Source: an optimization exercise on an open RTL-to-GDS flow (aim: small area and few clock cycles). Production flows keep margins and buffers that such runs may drop.
The RTL was checked by simulation tests, not by an equivalence proof against the original design.
Power figures rest on the tool's default switching activity, not on a simulated workload.

==> run a: inputs <==
Design geq_encoder, start of the top module:
module geq_encoder (
    input  wire         clk,
    input  wire         rst,               
    input  wire         in_valid,
    output wire         in_ready,
    input  wire [7:0]   in_board_id,
    input  wire [7:0]   in_frame_seq,
    input  wire [7:0]   in_brightness,
    input  wire [423:0] in_bars,           
    input  wire         in_scope_en,
    input  wire [423:0] in_scope,          
    input  wire         in_vu_en,
    input  wire [31:0]  in_vu,             
    output wire         out_valid,
    input  wire         out_ready,
    output reg  [7:0]   out_byte,
    output wire         out_last
);
    localparam [6:0] POS0  = 7'd6;            
    localparam [6:0] P_HDR = POS0 + 7'd2;     
    localparam [6:0] P_BAR = POS0 + 7'd5;     
    localparam [6:0] P_SCP = POS0 + 7'd58;    
    localparam [6:0] P_VU  = POS0 + 7'd111;   
    localparam [6:0] P_CHK = POS0 + 7'd115;   
    function [3:0] code4;
        input [7:0] v;
        reg h;
        begin
            h = |v[7:4];
            code4 = {~(v[3] | h), ~(v[2] | h), v[1], v[0]};
        end
    endfunction
    function [5:0] code6;
        input [7:0] v;
        reg h;
        begin
            h = v[7] | v[6];
            code6 = {v[5] | h, v[4] | h, v[3], v[2] | h, v[1] | h, v[0]};
        end
    endfunction
    reg        busy;                       
    reg [6:0]  pos;                        
    reg [7:0]  chk;                        
    reg [7:0]  hdr [0:2];
    reg [3:0]  bar [0:52];
    reg [3:0]  scp [0:52];
    reg [5:0]  vu  [0:3];
    reg        scope_en;
    reg        vu_en;
    assign out_valid = busy;
    assign out_last  = (pos == P_CHK);
    assign in_ready  = !busy || (out_last && out_ready);
    wire take = in_valid && in_ready;
    wire sent = out_valid && out_ready;
    always @(posedge clk) begin
        if (rst) begin
            busy <= 1'b0;
            pos  <= POS0;
        end else if (take) begin
            busy <= 1'b1;
            pos  <= POS0;
  ...
Settings: LEC_CHECK=0, CAP_MARGIN=20, CORE_AREA=5 5 195 195, DIE_AREA=0 0 200 200, PLACE_DENSITY=0.75, SLEW_MARGIN=20, SYNTH_HIERARCHICAL=1; clock period 10.0 ns.
standard.sh (not shown) runs the stock make flow with config.mk's settings and CLKGATE_MAP_FILE= SYNTH_SCRIPT=/design/flow/synth_recipe.tcl, a recipe that flattens the netlist after the stock synthesis.
==> flow/flow/run.sh <==
#!/bin/bash
# The standard layout, with three changes:
# - after synthesis, every combinational cell gets the smallest drive of its
#   family (flow/downsize.tcl); the later repair steps size up where needed;
# - each port is buffered by the smallest buffer (sky130_fd_sc_hd__buf_1)
#   instead of the cell buffer_ports picks by itself;
# - a clock tree of small clock buffers without dummy loads;
# - pins placed as close as one routing track apart, for a smaller die.
set -euo pipefail
cd "$(dirname "$0")/.."
export BUFFER_PORTS_ARGS="-buffer_cell sky130_fd_sc_hd__buf_1"
export PLACE_PINS_ARGS="-min_distance 1 -min_distance_in_tracks"
export CTS_ARGS="-sink_clustering_enable -repair_clock_nets -buf_list sky130_fd_sc_hd__clkbuf_4 -root_buf sky130_fd_sc_hd__clkbuf_8 -sink_clustering_size 9 -sink_clustering_max_diameter 60 -dont_use_dummy_load"
bash standard.sh synth > synth.log 2>&1
ODB=orfs/results/sky130hd/geq_encoder/base/1_synth.odb openroad -no_init -exit flow/downsize.tcl > downsize.log 2>&1
bash standard.sh finish > standard.log 2>&1
==> flow/flow/downsize.tcl <==
# Area recovery on the synthesized netlist: give every combinational cell the
# smallest drive strength of its family (same function and pins). The layout
# steps that follow (repair_design, repair_timing) size up again wherever
# slew, capacitance or timing need it. Registers are left as they are.
read_db $::env(ODB)
set db [ord::get_db]
set skip {^(df|edf|sdf|dl|sdl|clk|conb|tap|fill|decap|diode|lpflow|probe|ebuf|einv|macro)}
set best [dict create]
foreach lib [$db getLibs] {
  foreach m [$lib getMasters] {
    if {![regexp {^sky130_fd_sc_hd__([a-z0-9]+)_([0-9]+)$} [$m getName] -> fam d]} continue
    if {[regexp $skip $fam]} continue
    set a [expr {[$m getWidth] * [$m getHeight]}]
    if {![dict exists $best $fam] || $a < [lindex [dict get $best $fam] 1]} {
      dict set best $fam [list $m $a]
    }
  }
}
set n 0
set saved 0.0
foreach inst [[ord::get_db_block] getInsts] {
  set m [$inst getMaster]
  if {![regexp {^sky130_fd_sc_hd__([a-z0-9]+)_([0-9]+)$} [$m getName] -> fam d]} continue
  if {![dict exists $best $fam]} continue
  lassign [dict get $best $fam] bm ba
  set a [expr {[$m getWidth] * [$m getHeight]}]
  if {$ba < $a && [$inst swapMaster $bm]} {
    incr n
    set saved [expr {$saved + ($a - $ba) / 1e6}]
  }
}
puts "downsized $n cells, [format %.1f $saved] um2"
write_db $::env(ODB)
==> run b (differences from run a) <==
--- a/flow/design.v
+++ b/flow/design.v
@@ -1,36 +1,20 @@
-module geq_aoi3 (
-    input  wire [2:0] s,
-    input  wire [2:0] d,
+module geq_aor8 (
+    input  wire [7:0] s,
+    input  wire [7:0] d,
     output wire       y
 );
-    assign y = ~|(s & d);
-endmodule
-module geq_aoi2 (
-    input  wire [1:0] s,
-    input  wire [1:0] d,
-    output wire       y
-);
-    assign y = ~|(s & d);
+    assign y = |(s & d);
 endmodule
 module geq_hold (
     input  wire take,
     input  wire hold,
     input  wire v,
     input  wire q,
     output wire d
 );
     assign d = (take & v) | (hold & q);
-endmodule
-module geq_holdn (
-    input  wire x,
-    input  wire hold,
-    input  wire v,
-    input  wire q,
-    output wire d
-);
-    assign d = (~v & ~x) | (hold & q);
 endmodule
 module geq_encoder (
     input  wire         clk,
     input  wire         rst,               
     input  wire         in_valid,
@@ -117,26 +101,14 @@
             st_v[448 + 6*i +: 6] = code6(in_vu[8*i +: 8]);
         st_v[472] = in_scope_en;
         st_v[473] = in_vu_en;
     end
     wire hold = !take;
-    wire [105:0] fx;
     genvar f;
     generate
-        for (f = 0; f < 53; f = f + 1) begin : g_x
-            assign fx[f]      = hold | (|in_bars[8*f+4 +: 4]);
-            assign fx[53 + f] = hold | (|in_scope[8*f+4 +: 4]);
-        end
         for (f = 0; f < NSTORE; f = f + 1) begin : g_st
-            if (f >= 24 && f < 448 && (f % 4) >= 2) begin : g_n
-                geq_holdn u_hold (.x(fx[(f - 24) / 4]), .hold(hold),
-                                  .v(f < 236 ? in_bars[8*((f - 24) / 4) + (f % 4)]
-                                             : in_scope[8*((f - 236) / 4) + (f % 4)]),
-                                  .q(st_q[f]), .d(st_d[f]));
-            end else begin : g_p
-                geq_hold u_hold (.take(take), .hold(hold), .v(st_v[f]), .q(st_q[f]), .d(st_d[f]));
-            end
+            geq_hold u_hold (.take(take), .hold(hold), .v(st_v[f]), .q(st_q[f]), .d(st_d[f]));
         end
         for (f = 0; f < 53; f = f + 1) begin : g_q
             assign bar_q[4*f +: 4] = bar[f];
             assign scp_q[4*f +: 4] = scp[f];
         end
@@ -175,15 +147,11 @@
             for (b = 0; b < 4; b = b + 1) begin : g_bit
                 wire [7:0] d;
                 for (c = 0; c < 8; c = c + 1) begin : g_col
                     assign d[c] = slot[8*r + c][b];
                 end
-                wire [2:0] n;
-                geq_aoi3 u_a (.s(col[2:0]), .d(d[2:0]), .y(n[0]));
-                geq_aoi3 u_b (.s(col[5:3]), .d(d[5:3]), .y(n[1]));
-                geq_aoi2 u_c (.s(col[7:6]), .d(d[7:6]), .y(n[2]));
-                assign row_y[r][b] = ~&n;
+                geq_aor8 u_aor (.s(col), .d(d), .y(row_y[r][b]));
             end
         end
     endgenerate
     reg [3:0] lo;
     always @* begin
==> flow/flow/run.sh (replaced) <==
#!/bin/bash
# The standard layout, with each port buffered by the smallest buffer
# (sky130_fd_sc_hd__buf_1) instead of the cell buffer_ports picks by itself,
# and a clock tree of small clock buffers without dummy loads.
set -euo pipefail
cd "$(dirname "$0")/.."
export BUFFER_PORTS_ARGS="-buffer_cell sky130_fd_sc_hd__buf_1"
export CTS_ARGS="-sink_clustering_enable -repair_clock_nets -buf_list sky130_fd_sc_hd__clkbuf_4 -root_buf sky130_fd_sc_hd__clkbuf_8 -sink_clustering_size 9 -sink_clustering_max_diameter 60 -dont_use_dummy_load"
bash standard.sh finish > standard.log 2>&1
Settings changed: CORE_AREA 5 5 195 195 to 5 5 325 325, DIE_AREA 0 0 200 200 to 0 0 330 330, PLACE_DENSITY 0.75 to 0.85.
removed: flow/flow/downsize.tcl
==> run c (differences from run a) <==
--- a/flow/flow/run.sh
+++ b/flow/flow/run.sh
@@ -1,7 +1,7 @@
 #!/bin/bash
-# The standard layout, with three changes:
+# The standard layout, with these changes:
 # - after synthesis, every combinational cell gets the smallest drive of its
 #   family (flow/downsize.tcl); the later repair steps size up where needed;
 # - each port is buffered by the smallest buffer (sky130_fd_sc_hd__buf_1)
 #   instead of the cell buffer_ports picks by itself;
 # - a clock tree of small clock buffers without dummy loads;
Settings changed: CORE_AREA 5 5 195 195 to 5 5 180 180, DIE_AREA 0 0 200 200 to 0 0 185 185, PLACE_DENSITY 0.75 to 0.85.
==> qor summary <==
                                                       run b          run c          run a
Outcome                     no timing/DRC/antenna violations  no timing/DRC/antenna violations  no timing/DRC/antenna violations
Multi-input gate share of total cell area             0.3741         0.3704         0.3695
Net count after synthesis                               2758           2554           2554
Post-route met1 wirelength                     38280 microns  27310 microns  27330 microns
Worst path most repeated cell                        a22oi_1              -        a21oi_1
Die Ht                                           330 microns    185 microns    200 microns
Combinational share of power                           0.137          0.131          0.131
Synthesis-to-layout area growth                       30.49%         25.24%         25.38%
Register-to-Register Setup Slack                     5010 ps        5050 ps        4140 ps
Fraction of area in registers                         0.3877         0.4258         0.4253
Layout inverter count without the clock tree              14              8              8
Clock H-tree levels                                        3              2              2
Number of fill cells in the layout                     10900           2264           3064
Initial standard-cell utilization of the core         0.1906         0.6045         0.5171
Internal power consumption                           2734 uW        2658 uW        2656 uW
Routed met2 length                             45560 microns  35010 microns  34760 microns
Post-DP Area                                     24690 sq um    22440 sq um    22540 sq um
Testbench counts of run a, summed over its fixed seeds: cycles 139,208.
Testbench counts of run b, summed over its fixed seeds: cycles 139,208.
Testbench counts of run c, summed over its fixed seeds: cycles 139,208.

==> port drivers added, routing unchanged <==
The results above use ideal ports. As a check the final layouts listed here were re-extracted and re-timed, cells and wires unchanged.
Step 1 (the two cells are an assumption about what drives the block):
set clk [get_ports {clk}]
set_driving_cell -lib_cell sky130_fd_sc_hd__clkbuf_16 $clk
set_driving_cell -lib_cell sky130_fd_sc_hd__buf_2 [delete_from_list [all_inputs] $clk]
Step 2 moves the port delays by t, midway between the first and last clock arrival at a register: inputs arrive t later, outputs are due t later. That takes back most of the time a late clock gives input paths.
Three values: ideal, step 1, step 2; two values: the first two.
run | t, ns | slack for setup (ns) | worst setup path after step 2 | latest minus earliest clock arrival (ns)
run a | 0.657 | 2.603 / 2.555 / 3.211 | register to output | 0.061 / 0.061
run b | 0.704 | 2.319 / 2.251 / 2.955 | register to output | 0.095 / 0.094
run c | 0.640 | 2.832 / 2.781 / 3.421 | register to output | 0.042 / 0.042
After both steps every run listed still meets setup and hold.
